This is an optimization exercise on Yosys and OpenROAD, whose aim is small area, not a production implementation. Power figures rest on the tool's default switching activity, not on a simulated workload.

==> job 6878: inputs <==
// fli_dec
module fli_dec (
    input  wire        clk,
    input  wire        rst,           
    input  wire        host_we,
    input  wire [2:0]  host_addr,     
    input  wire [31:0] host_wdata,
    output wire [5:0]  status,        
    output wire [1:0]  ctrl,          
    output wire [31:0] ip,
    output wire [31:0] errcode,
    input  wire        s_valid,
    input  wire [7:0]  s_data,
    input  wire        s_err,         
    input  wire [31:0] s_errcode,
    output wire        s_ready,
    output reg         fb_we,
    output wire        fb_wbank,
    output wire [15:0] fb_waddr,
    output reg  [7:0]  fb_wdata,
    output wire        fb_re,
    output wire        fb_rbank,
    output wire [15:0] fb_raddr,
    input  wire [7:0]  fb_rdata,
    output reg         pal_we,
    output wire        pal_wbank,
    output wire [9:0]  pal_waddr,
    output reg  [7:0]  pal_wdata,
    output wire        pal_re,
    output wire        pal_rbank,
    output wire [9:0]  pal_raddr,
    input  wire [7:0]  pal_rdata
);
==> flow/config.mk <==
export PLATFORM = sky130hd
export DESIGN_NAME = fli_dec
export DESIGN_NICKNAME = fli_dec
export VERILOG_FILES = /design/flow/design.v
export SDC_FILE = /design/flow/constraint.sdc
export NUM_CORES = 4
export LEC_CHECK = 0
export CAP_MARGIN = 20
export CORE_MARGIN = 2
export CORE_UTILIZATION = 40
export CTS_BUF_LIST = sky130_fd_sc_hd__clkbuf_4
export SLEW_MARGIN = 20
==> flow/constraint.sdc <==
create_clock -name core_clock -period 11.0 [get_ports {clk}]
set_input_delay 2.2000 -clock core_clock [delete_from_list [all_inputs] [get_ports {clk}]]
set_output_delay 2.2000 -clock core_clock [all_outputs]
set_load 0.01 [all_outputs]
standard.sh (not shown) runs the stock make flow with config.mk's settings and CLKGATE_MAP_FILE= SYNTH_SCRIPT=/design/flow/synth_recipe.tcl, a recipe that flattens the netlist after the stock synthesis.
==> flow/flow/run.sh <==
#!/bin/bash
# Layout flow: the standard flow (standard.sh), with two changes.
#  1. Synthesis is the standard synthesis script (synth_recipe.tcl) with
#     one change: ABC maps the logic with an area-oriented script
#     (abc_area.script beside this file).  ABC maps only the logic between
#     the registers, so the registers (names, count, cells) are the standard
#     synthesis's.
#  2. The port buffers that placement inserts are sky130_fd_sc_hd__buf_1.
# Each step's full output is in synth.log / layout.log here, and ORFS's own
# logs under orfs/logs/.
set -euo pipefail
flow_dir=$(cd "$(dirname "${BASH_SOURCE[0]}")" && pwd)
export FLOW_ABC_SCRIPT="$flow_dir/abc_area.script"
export FLOW_STD_SYNTH="$PWD/synth_recipe.tcl"
knobs=("SYNTH_SCRIPT=$flow_dir/synth.tcl"
       "BUFFER_PORTS_ARGS=-buffer_cell sky130_fd_sc_hd__buf_1")
bash standard.sh "${knobs[@]}" synth > synth.log 2>&1
bash standard.sh "${knobs[@]}" finish > layout.log 2>&1
==> flow/flow/abc_area.script <==
&get -n
&st
&deepsyn -T 30
&dch
&nf -a
&put
topo
==> flow/flow/synth.tcl <==
# The standard synthesis (synth_recipe.tcl), with ABC's technology mapping
# run with an area-oriented script; nothing else changes
proc abc {args} {
  set i [lsearch -exact $args -script]
  if { $i >= 0 } { lset args [expr {$i + 1}] $::env(FLOW_ABC_SCRIPT) }
  puts "abc with area script: $args"
  yosys abc {*}$args
}
source $::env(FLOW_STD_SYNTH)
==> job 3926: changes against job 6878 <==
--- a/flow/design.v
+++ b/flow/design.v
@@ -142,11 +142,10 @@
     reg        b_en;                
     reg        p_en;  reg [1:0] p_src;
     reg        l_en;  reg       l_src;
     reg        n_en;  reg [2:0] n_src;
     reg        d_en, d1_en, lp_en, d_sc;
-    reg [1:0]  d_src;  reg d1_src;      
     reg        set_ovf, set_pclamp, lv_set, lv_clr;
     localparam [1:0] B_ONE = 2'd0, B_DAT = 2'd1, B_MONE = 2'd2, B_W = 2'd3;
     localparam [1:0] P_WORD = 2'd0, P_BYTE = 2'd1, P_NWORD = 2'd2, P_DEC = 2'd3;
     localparam [2:0] N_BYTE = 3'd0, N_NEG = 3'd1, N_NEG2 = 3'd2, N_BYTE2 = 3'd3, N_DEC = 3'd4;
     wire [7:0]  sc   = (scale && d_sc) ? {s_data[5:0], 2'b00} : s_data;
@@ -158,11 +157,11 @@
         a_en = 1'b0; a_base = 1'b0; a_b = B_ONE;
         b_en = 1'b0;
         p_en = 1'b0; p_src = P_DEC;
         l_en = 1'b0; l_src = 1'b0;
         n_en = 1'b0; n_src = N_DEC;
-        d_en = 1'b0; d1_en = 1'b0; lp_en = 1'b0; d_sc = 1'b0; d_src = 2'd0; d1_src = 1'b0;
+        d_en = 1'b0; d1_en = 1'b0; lp_en = 1'b0; d_sc = 1'b0;
         set_ovf = 1'b0; set_pclamp = 1'b0; lv_set = 1'b0; lv_clr = 1'b0;
         case (state)
             S_CPF_RD: nxt = !in_frame ? (lc2 ? S_L2_H0 : S_LC_H0) : S_CPF_WR;
             S_CPF_WR: begin a_en = 1'b1; nxt = S_CPF_RD; end
             S_CPP_RD: nxt = S_CPP_WR;
@@ -191,22 +190,22 @@
             S_PAL_SK1: begin a_en = pal_in; a_b = B_DAT; nxt = S_PAL_SK2; end
             S_PAL_SK2: begin a_en = pal_in; a_b = B_DAT; nxt = S_PAL_R; end
             S_PAL_R:   begin rd = 1'b1; d_en = 1'b1; d_sc = 1'b1; nxt = S_PAL_G; end
             S_PAL_G:   begin rd = 1'b1; d1_en = 1'b1; d_sc = 1'b1; nxt = S_PAL_B; end
             S_PAL_B: begin
-                rd = 1'b1; d_en = 1'b1; d_src = 2'd1; d1_en = 1'b1; d_sc = 1'b1;
+                rd = 1'b1; d_en = 1'b1; d_sc = 1'b1;
                 if (pal_in) begin
                     a_en = 1'b1;
                     nxt = S_PAL_WG;
                 end else begin
                     set_pclamp = 1'b1;
                     n_en = 1'b1;
                     p_en = run_last;
                     nxt = run_last ? S_PAL_PKT : S_PAL_R;
                 end
             end
-            S_PAL_WG: begin a_en = 1'b1; d_en = 1'b1; d_src = 2'd1; nxt = S_PAL_WB; end
+            S_PAL_WG: begin a_en = 1'b1; nxt = S_PAL_WB; end
             S_PAL_WB: begin
                 a_en = 1'b1; n_en = 1'b1; p_en = run_last;
                 nxt = run_last ? S_PAL_PKT : S_PAL_R;
             end
             S_PAL_FULL: begin rd = 1'b1; d_en = 1'b1; d_sc = 1'b1; nxt = S_PAL_FW; end
@@ -279,11 +278,11 @@
                 l_en = 1'b1;
                 nxt = (op == O_BRUN) ? S_BR_LINE :
                       (op == O_LC) ? S_LC_LINE :
                       (lastv && in_frame) ? S_L2_LP1 : S_L2_LINE;
             end
-            S_L2_LP1: begin a_en = 1'b1; a_b = B_MONE; d_en = 1'b1; d_src = 2'd2; nxt = S_L2_LP2; end
+            S_L2_LP1: begin a_en = 1'b1; a_b = B_MONE; nxt = S_L2_LP2; end
             S_L2_LP2: nxt = S_L2_LINE;
             S_L2_H0: begin rd = 1'b1; ip_lo = 1'b1; d_en = 1'b1; nxt = S_L2_H1; end
             S_L2_H1: begin
                 rd = 1'b1; ip_hi = 1'b1; l_en = 1'b1; l_src = 1'b1;
                 nxt = S_L2_LINE;
@@ -323,11 +322,10 @@
                 rd = 1'b1; d_en = 1'b1;
                 p_en = (len == 9'd0);
                 nxt = (len == 9'd0) ? pkt_state : S_REP_WR;
             end
             S_REP_WR: begin
-                d_en = lc2; d_src = 2'd1; d1_en = lc2; d1_src = 1'b1;
                 a_en = in_frame; set_ovf = !in_frame;
                 n_en = 1'b1; p_en = run_last;
                 if (run_last) nxt = pkt_state;
             end
             default: ;
@@ -336,26 +334,28 @@
     assign s_ready = rd;
     wire rd_fail = rd && !s_valid && s_err;
     wire go      = !(rd && !s_valid);         
     assign fb_re  = (state == S_CPF_RD);
     assign pal_re = (state == S_CPP_RD);
-    wire cp_wr = (state == S_CPF_WR) || (state == S_CPP_WR);
     always @(*) begin
-        fb_wdata  = cp_wr ? fb_rdata : dat;
-        pal_wdata = cp_wr ? pal_rdata : dat;
         fb_we     = 1'b0;
+        fb_wdata  = dat;
         pal_we    = 1'b0;
+        pal_wdata = dat;
         case (state)
-            S_CPF_WR: fb_we = 1'b1;
-            S_CPP_WR: pal_we = 1'b1;
+            S_CPF_WR: begin fb_we = 1'b1; fb_wdata = fb_rdata; end
+            S_CPP_WR: begin pal_we = 1'b1; pal_wdata = pal_rdata; end
             S_PAL_B:  pal_we = s_valid && pal_in;
-            S_PAL_WG: pal_we = 1'b1;
+            S_PAL_WG: begin pal_we = 1'b1; pal_wdata = dat1; end
             S_PAL_WB: pal_we = 1'b1;
             S_PAL_FW: pal_we = 1'b1;
             S_LIT_WR: fb_we = in_frame;
-            S_REP_WR: fb_we = in_frame;
-            S_L2_LP2: fb_we = 1'b1;
+            S_REP_WR: begin
+                fb_we    = in_frame;
+                fb_wdata = (lc2 && len[0]) ? dat1 : dat;
+            end
+            S_L2_LP2: begin fb_we = 1'b1; fb_wdata = lastpix; end
             default: ;
         endcase
     end
     reg [16:0] a_add;
     always @(*) begin
@@ -411,12 +411,12 @@
     end
     always @(posedge clk) begin
         if (go) begin
             if (p_en)  pkts    <= p_nxt;
             if (n_en)  len     <= n_nxt;
-            if (d_en)  dat     <= (d_src == 2'd1) ? dat1 : (d_src == 2'd2) ? lastpix : sc;
-            if (d1_en) dat1    <= d1_src ? dat : sc;
+            if (d_en)  dat     <= sc;
+            if (d1_en) dat1    <= sc;
             if (lp_en) lastpix <= dat;
         end
         if (start || (go && lv_clr)) lastv <= 1'b0;
         else if (go && lv_set)       lastv <= 1'b1;
     end
@@ -461,11 +461,11 @@
                 f_ioerr   <= 1'b1;
                 errcode_r <= s_errcode;
                 state     <= S_FAULT;
             end else if (go) begin
                 if (rd && !ip_lo)
-                    ip_r <= {ip_r[31:1] + {30'd0, ip_hi | ip_r[0]}, ip_r[0] ^ !ip_hi};
+                    ip_r <= ip_hi ? {ip_r[31:1] + 31'd1, ip_r[0]} : ip_r + 32'd1;
                 if (set_ovf)    f_ovf    <= 1'b1;
                 if (set_pclamp) f_pclamp <= 1'b1;
                 if (busy) state <= nxt;
             end
         end
==> flow/run.sh (new file) <==
#!/bin/bash
# synth_recipe.tcl (not shown) runs the flow's synth.tcl, then flattens the netlist and writes it again
# the make line also repeats each setting of config.mk as NAME=value (left out here)
make -C /OpenROAD-flow-scripts/flow DESIGN_CONFIG=/design/flow/config.mk WORK_HOME=/design/flow/orfs CLKGATE_MAP_FILE= SYNTH_SCRIPT=/design/flow/synth_recipe.tcl finish
Settings changed: CAP_MARGIN 20 to 0, CTS_BUF_LIST sky130_fd_sc_hd__clkbuf_4 to sky130_fd_sc_hd__clkbuf_2, GPL_TIMING_DRIVEN from default to 0, SLEW_MARGIN 20 to 0.
removed: flow/flow/run.sh
removed: flow/flow/abc_area.script
removed: flow/flow/synth.tcl
removed: flow/standard.sh
==> job 1416: changes against job 6878 <==
--- a/flow/design.v
+++ b/flow/design.v
@@ -142,11 +142,10 @@
     reg        b_en;                
     reg        p_en;  reg [1:0] p_src;
     reg        l_en;  reg       l_src;
     reg        n_en;  reg [2:0] n_src;
     reg        d_en, d1_en, lp_en, d_sc;
-    reg [1:0]  d_src;  reg d1_src;      
     reg        set_ovf, set_pclamp, lv_set, lv_clr;
     localparam [1:0] B_ONE = 2'd0, B_DAT = 2'd1, B_MONE = 2'd2, B_W = 2'd3;
     localparam [1:0] P_WORD = 2'd0, P_BYTE = 2'd1, P_NWORD = 2'd2, P_DEC = 2'd3;
     localparam [2:0] N_BYTE = 3'd0, N_NEG = 3'd1, N_NEG2 = 3'd2, N_BYTE2 = 3'd3, N_DEC = 3'd4;
     wire [7:0]  sc   = (scale && d_sc) ? {s_data[5:0], 2'b00} : s_data;
@@ -158,11 +157,11 @@
         a_en = 1'b0; a_base = 1'b0; a_b = B_ONE;
         b_en = 1'b0;
         p_en = 1'b0; p_src = P_DEC;
         l_en = 1'b0; l_src = 1'b0;
         n_en = 1'b0; n_src = N_DEC;
-        d_en = 1'b0; d1_en = 1'b0; lp_en = 1'b0; d_sc = 1'b0; d_src = 2'd0; d1_src = 1'b0;
+        d_en = 1'b0; d1_en = 1'b0; lp_en = 1'b0; d_sc = 1'b0;
         set_ovf = 1'b0; set_pclamp = 1'b0; lv_set = 1'b0; lv_clr = 1'b0;
         case (state)
             S_CPF_RD: nxt = !in_frame ? (lc2 ? S_L2_H0 : S_LC_H0) : S_CPF_WR;
             S_CPF_WR: begin a_en = 1'b1; nxt = S_CPF_RD; end
             S_CPP_RD: nxt = S_CPP_WR;
@@ -191,22 +190,22 @@
             S_PAL_SK1: begin a_en = pal_in; a_b = B_DAT; nxt = S_PAL_SK2; end
             S_PAL_SK2: begin a_en = pal_in; a_b = B_DAT; nxt = S_PAL_R; end
             S_PAL_R:   begin rd = 1'b1; d_en = 1'b1; d_sc = 1'b1; nxt = S_PAL_G; end
             S_PAL_G:   begin rd = 1'b1; d1_en = 1'b1; d_sc = 1'b1; nxt = S_PAL_B; end
             S_PAL_B: begin
-                rd = 1'b1; d_en = 1'b1; d_src = 2'd1; d1_en = 1'b1; d_sc = 1'b1;
+                rd = 1'b1; d_en = 1'b1; d_sc = 1'b1;
                 if (pal_in) begin
                     a_en = 1'b1;
                     nxt = S_PAL_WG;
                 end else begin
                     set_pclamp = 1'b1;
                     n_en = 1'b1;
                     p_en = run_last;
                     nxt = run_last ? S_PAL_PKT : S_PAL_R;
                 end
             end
-            S_PAL_WG: begin a_en = 1'b1; d_en = 1'b1; d_src = 2'd1; nxt = S_PAL_WB; end
+            S_PAL_WG: begin a_en = 1'b1; nxt = S_PAL_WB; end
             S_PAL_WB: begin
                 a_en = 1'b1; n_en = 1'b1; p_en = run_last;
                 nxt = run_last ? S_PAL_PKT : S_PAL_R;
             end
             S_PAL_FULL: begin rd = 1'b1; d_en = 1'b1; d_sc = 1'b1; nxt = S_PAL_FW; end
@@ -279,11 +278,11 @@
                 l_en = 1'b1;
                 nxt = (op == O_BRUN) ? S_BR_LINE :
                       (op == O_LC) ? S_LC_LINE :
                       (lastv && in_frame) ? S_L2_LP1 : S_L2_LINE;
             end
-            S_L2_LP1: begin a_en = 1'b1; a_b = B_MONE; d_en = 1'b1; d_src = 2'd2; nxt = S_L2_LP2; end
+            S_L2_LP1: begin a_en = 1'b1; a_b = B_MONE; nxt = S_L2_LP2; end
             S_L2_LP2: nxt = S_L2_LINE;
             S_L2_H0: begin rd = 1'b1; ip_lo = 1'b1; d_en = 1'b1; nxt = S_L2_H1; end
             S_L2_H1: begin
                 rd = 1'b1; ip_hi = 1'b1; l_en = 1'b1; l_src = 1'b1;
                 nxt = S_L2_LINE;
@@ -323,11 +322,10 @@
                 rd = 1'b1; d_en = 1'b1;
                 p_en = (len == 9'd0);
                 nxt = (len == 9'd0) ? pkt_state : S_REP_WR;
             end
             S_REP_WR: begin
-                d_en = lc2; d_src = 2'd1; d1_en = lc2; d1_src = 1'b1;
                 a_en = in_frame; set_ovf = !in_frame;
                 n_en = 1'b1; p_en = run_last;
                 if (run_last) nxt = pkt_state;
             end
             default: ;
@@ -336,26 +334,28 @@
     assign s_ready = rd;
     wire rd_fail = rd && !s_valid && s_err;
     wire go      = !(rd && !s_valid);         
     assign fb_re  = (state == S_CPF_RD);
     assign pal_re = (state == S_CPP_RD);
-    wire cp_wr = (state == S_CPF_WR) || (state == S_CPP_WR);
     always @(*) begin
-        fb_wdata  = cp_wr ? fb_rdata : dat;
-        pal_wdata = cp_wr ? pal_rdata : dat;
         fb_we     = 1'b0;
+        fb_wdata  = dat;
         pal_we    = 1'b0;
+        pal_wdata = dat;
         case (state)
-            S_CPF_WR: fb_we = 1'b1;
-            S_CPP_WR: pal_we = 1'b1;
+            S_CPF_WR: begin fb_we = 1'b1; fb_wdata = fb_rdata; end
+            S_CPP_WR: begin pal_we = 1'b1; pal_wdata = pal_rdata; end
             S_PAL_B:  pal_we = s_valid && pal_in;
-            S_PAL_WG: pal_we = 1'b1;
+            S_PAL_WG: begin pal_we = 1'b1; pal_wdata = dat1; end
             S_PAL_WB: pal_we = 1'b1;
             S_PAL_FW: pal_we = 1'b1;
             S_LIT_WR: fb_we = in_frame;
-            S_REP_WR: fb_we = in_frame;
-            S_L2_LP2: fb_we = 1'b1;
+            S_REP_WR: begin
+                fb_we    = in_frame;
+                fb_wdata = (lc2 && len[0]) ? dat1 : dat;
+            end
+            S_L2_LP2: begin fb_we = 1'b1; fb_wdata = lastpix; end
             default: ;
         endcase
     end
     reg [16:0] a_add;
     always @(*) begin
@@ -411,12 +411,12 @@
     end
     always @(posedge clk) begin
         if (go) begin
             if (p_en)  pkts    <= p_nxt;
             if (n_en)  len     <= n_nxt;
-            if (d_en)  dat     <= (d_src == 2'd1) ? dat1 : (d_src == 2'd2) ? lastpix : sc;
-            if (d1_en) dat1    <= d1_src ? dat : sc;
+            if (d_en)  dat     <= sc;
+            if (d1_en) dat1    <= sc;
             if (lp_en) lastpix <= dat;
         end
         if (start || (go && lv_clr)) lastv <= 1'b0;
         else if (go && lv_set)       lastv <= 1'b1;
     end
@@ -461,11 +461,11 @@
                 f_ioerr   <= 1'b1;
                 errcode_r <= s_errcode;
                 state     <= S_FAULT;
             end else if (go) begin
                 if (rd && !ip_lo)
-                    ip_r <= {ip_r[31:1] + {30'd0, ip_hi | ip_r[0]}, ip_r[0] ^ !ip_hi};
+                    ip_r <= ip_hi ? {ip_r[31:1] + 31'd1, ip_r[0]} : ip_r + 32'd1;
                 if (set_ovf)    f_ovf    <= 1'b1;
                 if (set_pclamp) f_pclamp <= 1'b1;
                 if (busy) state <= nxt;
             end
         end
==> flow/run.sh (new file) <==
#!/bin/bash
# synth_recipe.tcl (not shown) runs the flow's synth.tcl, then flattens the netlist and writes it again
# the make line also repeats each setting of config.mk as NAME=value (left out here)
make -C /OpenROAD-flow-scripts/flow DESIGN_CONFIG=/design/flow/config.mk WORK_HOME=/design/flow/orfs CLKGATE_MAP_FILE= SYNTH_SCRIPT=/design/flow/synth_recipe.tcl finish
Settings changed: GPL_TIMING_DRIVEN from default to 0.
removed: flow/flow/run.sh
removed: flow/flow/abc_area.script
removed: flow/flow/synth.tcl
removed: flow/standard.sh
==> run summary <==
- Layout non-clock buf frac: 16.1%
- Wire length on met3: 5530 um
- Synth Area in Compound Gates: between 10% and 20%
- Outcome: finished clean
- CTS clk-pin slew, worst paths: 100 ps
- Count of non-filler cells in the finished layout: 3,117
- Synth Cell Area: between 15,000 and 20,000 um2
- Max_slew headroom: 19.0%
- Min Hold Slack: 461 ps
- Top-area cell type share of the netlist area: 16.8%
- Post-Synth Simple-Gate Area: 24.0%
- TritonRoute pass-1 iters: 5
- Reg2reg path depth: 40
- Pwr dens: about 220 nW/um2
- Largest family of logic cells by synthesized area: simple AND/OR/NAND/NOR gates
- Max Clk Rate: ~0.096 GHz
-- figures above: job 3926

==> run summary <==
- Max Clk Rate: 0.0965 GHz
- Die H: 200 um
- Synth Cell Area: between 15,000 and 20,000 um2
- Post-Synth Simple-Gate Area: 15.9%
- Largest family of logic cells by synthesized area: compound AO/OA/AOI/OAI gates
- Main power-consuming group: combinational logic
- Wire length on met2: 23,600 um
- Sink Count: 210
- Wire length on met3: 3580 um
- Min Hold Slack: about 460 ps
- Count of non-filler cells in the finished layout: 2,506
- Max_slew headroom: 25.3%
- TritonRoute pass-1 iters: 6
- Outcome: finished clean
- Layout non-clock buf frac: around 8.4%
- Reg2reg path depth: 48
- Synth top cells by count: nor2_1 (170), clkinv_1 (137), a22o_1 (120)
-- figures above: job 6878

==> run summary <==
- Clk_buf instances: 91
- Wire length on met3: 5500 um
- Outcome: finished clean
- Pwr dens: 227 nW/um2
- Synth Area in Compound Gates: 16.8%
- Post-Synth Simple-Gate Area: 24.0%
- Layout non-clock buf frac: about 16%
- Min Hold Slack: 453 ps
- Post-synth EDFFs: 99
- CTS clk-pin slew, worst paths: 70 ps
- Reg2reg path depth: 41
- Final clock-cell share: roughly 3.6%
- Largest family of logic cells by synthesized area: simple AND/OR/NAND/NOR gates
-- figures above: job 1416

Function was not checked in any run of this note: the RTL went through the layout flow alone.

-- what the ideal ports hide --
No port has a modelled driver above. Below, the same layouts with a new extraction and two added sets of constraints. Step 1 sets driving cells, clkbuf_16 on the clock port and buf_2 on the other inputs (assumed; they add their load-dependent delay and slew). Step 2 also shifts input and output timing later by t, the mid clock arrival at the registers, as if the neighbouring blocks saw the same clock. Three values: ideal ports, drivers, drivers and shift; two values: the first two.
run	shift t [ns]	setup WS [ns]	worst setup path at the end	clock arrival spread, ns
job 6878	0.781	0.638 / 0.638 / 0.638	register to register	0.088 / 0.088
job 3926	1.020	0.562 / 0.562 / 0.562	register to register	0.168 / 0.169
job 1416	0.828	0.313 / 0.271 / 0.531	register to register	0.070 / 0.070
After both steps every run listed still meets setup and hold.
